Context: an optimization exercise on an open-source flow, tuned for small area. The choices shown serve that exercise and are no tape-out recipe. Function was checked by simulation only, so behaviour that the tests miss may differ from the original. Power and IR drop assume default switching activity.

==> design/flow/design.v <==
module rmap (
    input             clk,
    input             rst,
    input             cmd_valid,
    output            cmd_ready,
    input      [31:0] cmd_word,
    input      [31:0] cmd_data,
    output            rsp_valid,
    input             rsp_ready,
    output     [3:0]  rsp_status,
    output     [31:0] rsp_rdata,
    output     [1:0]  rsp_ebank,
    output     [6:0]  rsp_eaddr,
    output     [7:0]  rsp_esel,
    output     [31:0] rsp_estatus,
    output            bus_req_valid,
    input             bus_req_ready,
    output            bus_req_write,
    output     [6:0]  bus_req_addr,
    output     [7:0]  bus_req_sel,
    output     [15:0] bus_req_wdata,
    input             bus_rsp_valid,
    input      [15:0] bus_rsp_rdata,
    input      [31:0] bus_rsp_status
);
    function [15:0] nswap(input [15:0] w);
        nswap = {w[11:8], w[15:12], w[3:0], w[7:4]};
    endfunction
    reg        s_idle, s_req, s_wt, s_rsp, s_dmy;
    reg [2:0]  j;           
    reg        wr;          
    reg [2:0]  st;          
    reg        c_raw, c_mask, c_set, c_mux, c_v, c_b;
    reg [1:0]  c_f;
    reg [7:0]  c_sel;       
    reg [31:0] d;
    reg [15:0] w;
    wire [3:0] op   = cmd_word[3:0];
    wire [3:0] feat = cmd_word[7:4];
    wire [1:0] bk   = cmd_word[9:8];
    wire [7:0] idx  = cmd_word[23:16];
    wire op_raw  = (op == 4'h1) || (op == 4'h2);
    wire op_mask = (op == 4'h3) || (op == 4'h4) || (op == 4'h9) || (op == 4'hA);
    wire op_port = (op == 4'h5) || (op == 4'h6) || (op == 4'hB) || (op == 4'hC);
    wire op_set  = (op == 4'h2) || (op == 4'h4) || (op == 4'h6) || (op == 4'hA) || (op == 4'hC);
    wire op_mux  = op[3];
    wire op_bank = !op[3];
    wire bad_res  = !(op_raw || op_mask || op_port) ||
                    (cmd_word[15:10] != 6'd0) || (cmd_word[31:25] != 7'd0);
    wire bad_sel  = (op_bank && (bk != 2'd1) && (bk != 2'd2)) ||
                    (!op_raw && (feat[3:2] != 2'd0)) ||
                    (op_port && (idx[7:5] != 3'd0)) ||
                    (op_port && op_bank && idx[4]);
    wire bad_wr   = op_set && !op_raw && (feat[1:0] != 2'd0) && (feat[1:0] != 2'd3);
    wire bad      = bad_res || bad_sel || bad_wr;
    wire [2:0] code = bad_res ? 3'd5 : bad_sel ? 3'd2 : bad_wr ? 3'd3 : 3'd0;
    wire        pol   = (c_f != 2'd0);
    wire [15:0] lrd   = nswap(bus_rsp_rdata);
    wire        fail  = bus_rsp_status[31];
    wire        rsp_in = s_wt && bus_rsp_valid;
    wire [3:0] fb;
    assign fb[0] = lrd[{2'd0, c_f}];
    assign fb[1] = lrd[{2'd1, c_f}];
    assign fb[2] = lrd[{2'd2, c_f}];
    assign fb[3] = lrd[{2'd3, c_f}];
    wire [3:0] ins = (s_dmy || c_set) ? 4'd0 :
                     c_mask ? (fb ^ {4{pol}}) :
                     {3'd0, fb[c_sel[1:0]] ^ pol};
    reg [15:0] lw;
    integer s;
    always @(*) begin
        lw = lrd;
        for (s = 0; s < 4; s = s + 1)
            if (c_mask || (c_sel[1:0] == s[1:0]))
                lw[4*s + c_f] = (c_mask ? d[s] : c_v) ^ pol;
    end
    wire [2:0] j_inc = j + 3'd1;
    wire real_step_next = c_mask && (c_mux || !j_inc[2]);
    wire shift = s_dmy || (rsp_in && !fail && !c_raw && (!c_set || wr));
    always @(posedge clk) begin
        if (rst) begin
            s_idle <= 1'b1;
            s_req  <= 1'b0;
            s_wt   <= 1'b0;
            s_rsp  <= 1'b0;
            s_dmy  <= 1'b0;
        end else begin
            if (s_idle && cmd_valid) begin
                s_idle <= 1'b0;
                if (bad) s_rsp <= 1'b1;
                else     s_req <= 1'b1;
            end
            if (s_req && bus_req_ready) begin
                s_req <= 1'b0;
                s_wt  <= 1'b1;
            end
            if (rsp_in) begin
                s_wt <= 1'b0;
                if (fail || c_raw || (j == 3'd7 && (!c_set || wr)))
                    s_rsp <= 1'b1;
                else if (c_set && !wr)
                    s_req <= 1'b1;
                else if (real_step_next)
                    s_req <= 1'b1;
                else
                    s_dmy <= 1'b1;
            end
            if (s_dmy && j == 3'd7) begin
                s_dmy <= 1'b0;
                s_rsp <= 1'b1;
            end
            if (s_rsp && rsp_ready) begin
                s_rsp  <= 1'b0;
                s_idle <= 1'b1;
            end
        end
    end
    always @(posedge clk) begin
        if (s_idle) begin
            c_raw  <= op_raw;
            c_mask <= op_mask;
            c_set  <= op_set;
            c_mux  <= op_mux && op_mask;
            c_v    <= cmd_word[24];
            c_f    <= feat[1:0];
            c_b    <= op_bank ? bk[1] : (op_port && idx[4]);
            c_sel  <= idx;
            wr     <= (op == 4'h2);
            j      <= 3'd0;
            st     <= code;
            d      <= cmd_data;
            w      <= nswap(cmd_data[15:0]);
        end else begin
            if (rsp_in && !wr)
                w <= nswap(lw);
            if (rsp_in && fail) begin
                st[0] <= 1'b1;
                d     <= bus_rsp_status;
            end else if (rsp_in && c_raw) begin
                d <= {16'd0, wr ? 16'd0 : lrd};
            end else if (shift) begin
                d <= {ins, d[31:4]};
            end
            if (rsp_in && !fail && c_set && !c_raw)
                wr <= !wr;
            if (shift)
                j <= j_inc;
        end
    end
    wire bank = c_b || (c_mux && j[2]);
    assign cmd_ready     = s_idle;
    assign rsp_valid     = s_rsp;
    assign rsp_status    = {1'b0, st};
    assign rsp_rdata     = d;
    assign rsp_estatus   = d;
    assign rsp_ebank     = {bank, !bank};
    assign rsp_eaddr     = {5'b11000, bank, 1'b0};
    assign rsp_esel      = bus_req_sel;
    assign bus_req_valid = s_req;
    assign bus_req_write = wr;
    assign bus_req_addr  = {5'b11000, bank, 1'b0};
    assign bus_req_sel   = c_raw ? c_sel : {6'b000100, c_mask ? j[1:0] : c_sel[3:2]};
    assign bus_req_wdata = w;
endmodule
==> design/flow/run.sh <==
#!/bin/bash
# synth_recipe.tcl (not shown) runs the flow's synth.tcl, then flattens the netlist and writes it again
# the make line also repeats each setting of config.mk as NAME=value (left out here)
make -C /OpenROAD-flow-scripts/flow DESIGN_CONFIG=/design/flow/config.mk WORK_HOME=/design/flow/orfs CLKGATE_MAP_FILE= SYNTH_SCRIPT=/design/flow/synth_recipe.tcl finish
==> design/flow/config.mk <==
export PLATFORM = sky130hd
export DESIGN_NAME = rmap
export DESIGN_NICKNAME = rmap
export VERILOG_FILES = /design/flow/design.v
export SDC_FILE = /design/flow/constraint.sdc
export NUM_CORES = 4
export LEC_CHECK = 0
export CAP_MARGIN = 20
export CORE_MARGIN = 2
export CORE_UTILIZATION = 40
export PLACE_DENSITY = 0.6
export SLEW_MARGIN = 20
==> design/flow/constraint.sdc <==
create_clock -name core_clock -period 6.0 [get_ports {clk}]
set_input_delay 1.2000 -clock core_clock [delete_from_list [all_inputs] [get_ports {clk}]]
set_output_delay 1.2000 -clock core_clock [all_outputs]
set_load 0.01 [all_outputs]
==> run summary <==
CP required 4.80 ns; H-tree depth 3; leading register cell type out of synthesis edfxtp_1; Syn-to-layout area delta 44.5%; Peak VDD IR 120 uV; Comb pwr share 28.7%; final period utilization 59.8%; drt first-iter violations 351; post-synthesis sequential area ratio 43.2%; Avg WL per Cell 19.0 um; Synth cell types 62; clock share of power 30.6%; via count 4808; Syn. warnings 1; Cells after Synth 537; startpoint class of the critical path flip-flop; synthesized flop and latch total 76; GRT Overall Usage 23.9%; final wirelength 16700 um; IO Pins 238; Internal Power 1.24 mW; Core ar. 12500 um^2; initial antenna violation count 0; Crit Path Class flip-flop to output pin; Arrival @ worst endpoint 2.39 ns; total CTS buffers 9; Clock Sink Count 76; final setup fails 0; Post-CTS Repair Setup Buffers 0; Final WS setup 2.41 ns; Max Freq 279 MHz; Hold-fix buffers, CTS 0; max-slew violations 0; EDFF count, synth 68; ys async rst share 0%; outcome timing/DRC/antenna clean; die height 117 um; final worst path period need 3.59 ns; DRC 0; global route overflow 0; initial core utilization 40.8%; hold slack 0.537 ns; Worst slew margin 34.3%; RSZ-0062 raised after global routing no; Hold/Removal Path Class flip-flop to flip-flop; final hold vios 0; vias in the first global route 4564; Post-CTS Resized 0; most frequent cells in the layout clkdlybuf4s50_1 (224), edfxtp_1 (68), nand2_1 (53); max_cap viols 0; nets@finish 828; worst slew pin tran 0.985 ns; CTS clk-pin slew, worst paths 0.06 ns; largest net degree at the start of global routing 54; global-route wire length before repair 24400 um; ANT cells 0; die area 13700 um^2; Routed Antenna Nets 0; Die Width 117 um; Pleak 2.74 nW; maximum root-to-sink buffer count 2; Root Buffer clkbuf_16; Sw Ratio 28.7%; pwr dens 236 nW/um^2; CTS tree done; First-pass DRT Iterations 6; dpl ws 2.34 ns; most common cell after layout, fill and taps aside clkdlybuf4s50_1; Sequential Power Share 40.7%; hpwl dp 12500 um; synthesized area per cell 9.50 um^2; clk_skew 0.00703 ns; Crit. End Element output pin; layout cell share with drive strength beyond 1 4.54%; critical path fanouts, max 32; cell area after synthesis 5100 um^2; latest clock arrival within the worst-skew pair 0.34 ns; routability cong. 0.965; Via density 5.48; Switch Pwr 500 uW; Row Count 41; IO Port Bufs 224; post-route setup TNS 0 ns
state kept, by name (all words and copies together), names as in the netlist, 2 cells and up:
name,flops
c_f,2
c_sel,8
d,32
j,3
st,3
w,16
cells in the mapped netlist (9+ instances only):
library cell | n | share of area (%)
a21oi_1 | 36 | 3.5
a221oi_1 | 13 | 2.2
a22oi_1 | 21 | 3.1
a32oi_1 | 9 | 1.5
buf_4 | 57 | 8.4
clkbuf_1 | 18 | 1.3
edfxtp_1 | 68 | 40
ha_1 | 10 | 2.5
inv_1 | 12 | 0.88
nand2_1 | 53 | 3.9
nand2b_1 | 11 | 1.3
nor2_1 | 33 | 2.4
o21ai_0 | 47 | 4.6
critical path: stages, from the launching register on:
cell             delay (ns)
edfxtp_1               0.99
mux2i_1                0.16
o21ai_0                0.28
clkdlybuf4s50_1        0.61
power groups by stage:
stage          clock (mW)  sequential [mW]  combinational (mW)
2_1_floorplan           0            0.713               0.248
3_3_place_gp            0            0.718               0.495
3_5_place_dp            0            0.720               0.497
4_1_cts             0.542            0.709               0.499
5_1_grt             0.563            0.718               0.537
6_report            0.534            0.709               0.500
final cells by class:
cell class,instances,area [um^2]
Fill cell,1138,5150
Multi-Input combinational cell,372,2340
Sequential cell,76,2210
Inverter,12,45.0
Clock inverter,6,55.1
Timing Repair Buffer,229,2280
Clock buffer,10,229
Tap cell,172,215
metrics by stage:
step	instance area [um^2]	total power [mW]	utilization (%)	std cells
floorplan	5140	0.961	-	548
global placement	7080	1.21	56.5	861
detailed placement	7080	1.22	56.5	861
CTS	7360	1.75	58.8	877
global route	7370	1.82	58.9	877
finish	7370	1.74	58.9	877
logic make-up (layout without fill, tap and decap cells):
logic type	after synthesis	after routing	share of synthesized area, %
xor gates and xnor gates	9	9	1.55
DFF	76	76	43.2
muxes	9	9	2.77
other	2	13	0.147
adders and majority gates	10	10	2.45
AOI/OAI and AO/OA	169	169	21.8
and+or+nand+nor	162	162	16.2
buffers and inverters	100	257	11.9
worst paths after layout:
check / start / endpoint / slack (ns) / cells past startpoint
min: s_rsp$_SDFF_PP0_ / s_idle$_SDFFE_PP1P_ / 0.54 / 2
max reg2reg: c_f[0]$_DFFE_PP_ / w[1]$_DFFE_PP_ / 2.89 / 6
min reg2reg: s_rsp$_SDFF_PP0_ / s_idle$_SDFFE_PP1P_ / 0.54 / 2
max: c_mask$_DFFE_PP_ / rsp_esel[1] / 2.41 / 3
per-layer routing:
metal | part of all wire (%) | vias to the layer above | GRT usage (%)
li1 | - | 2257 | -
met4 | 1.8 | 0 | 8.16
met2 | 52 | 228 | 41.8
met3 | 7.3 | 26 | 4.79
met1 | 39 | 2297 | 29.4
met5 | 0 | - | 0

[separate check: timing with driven ports]
How much do the figures lean on ideal ports? The routed layout below was timed once more, with nothing changed but the port constraints.
Step 1 sets driving cells, clkbuf_16 on the clock port and buf_2 on the other inputs (assumed; they add their load-dependent delay and slew).
Step 2, shift: input delay + t, output delay - t, t = (earliest + latest rising clock arrival at the registers) / 2. This alone moves slack from input paths to output paths.
Three values: no drivers, after step 1, after step 2; two values: the first two.
t, ns: 0.378
setup slack, ns: 2.413 / 2.373 / 2.291
slew at the worst register clock pin (ns): 0.06 / 0.06
After both steps this run still meets setup and hold. The setup slack of this run moves by -0.040 ns with the drivers and by -0.122 ns with both steps.
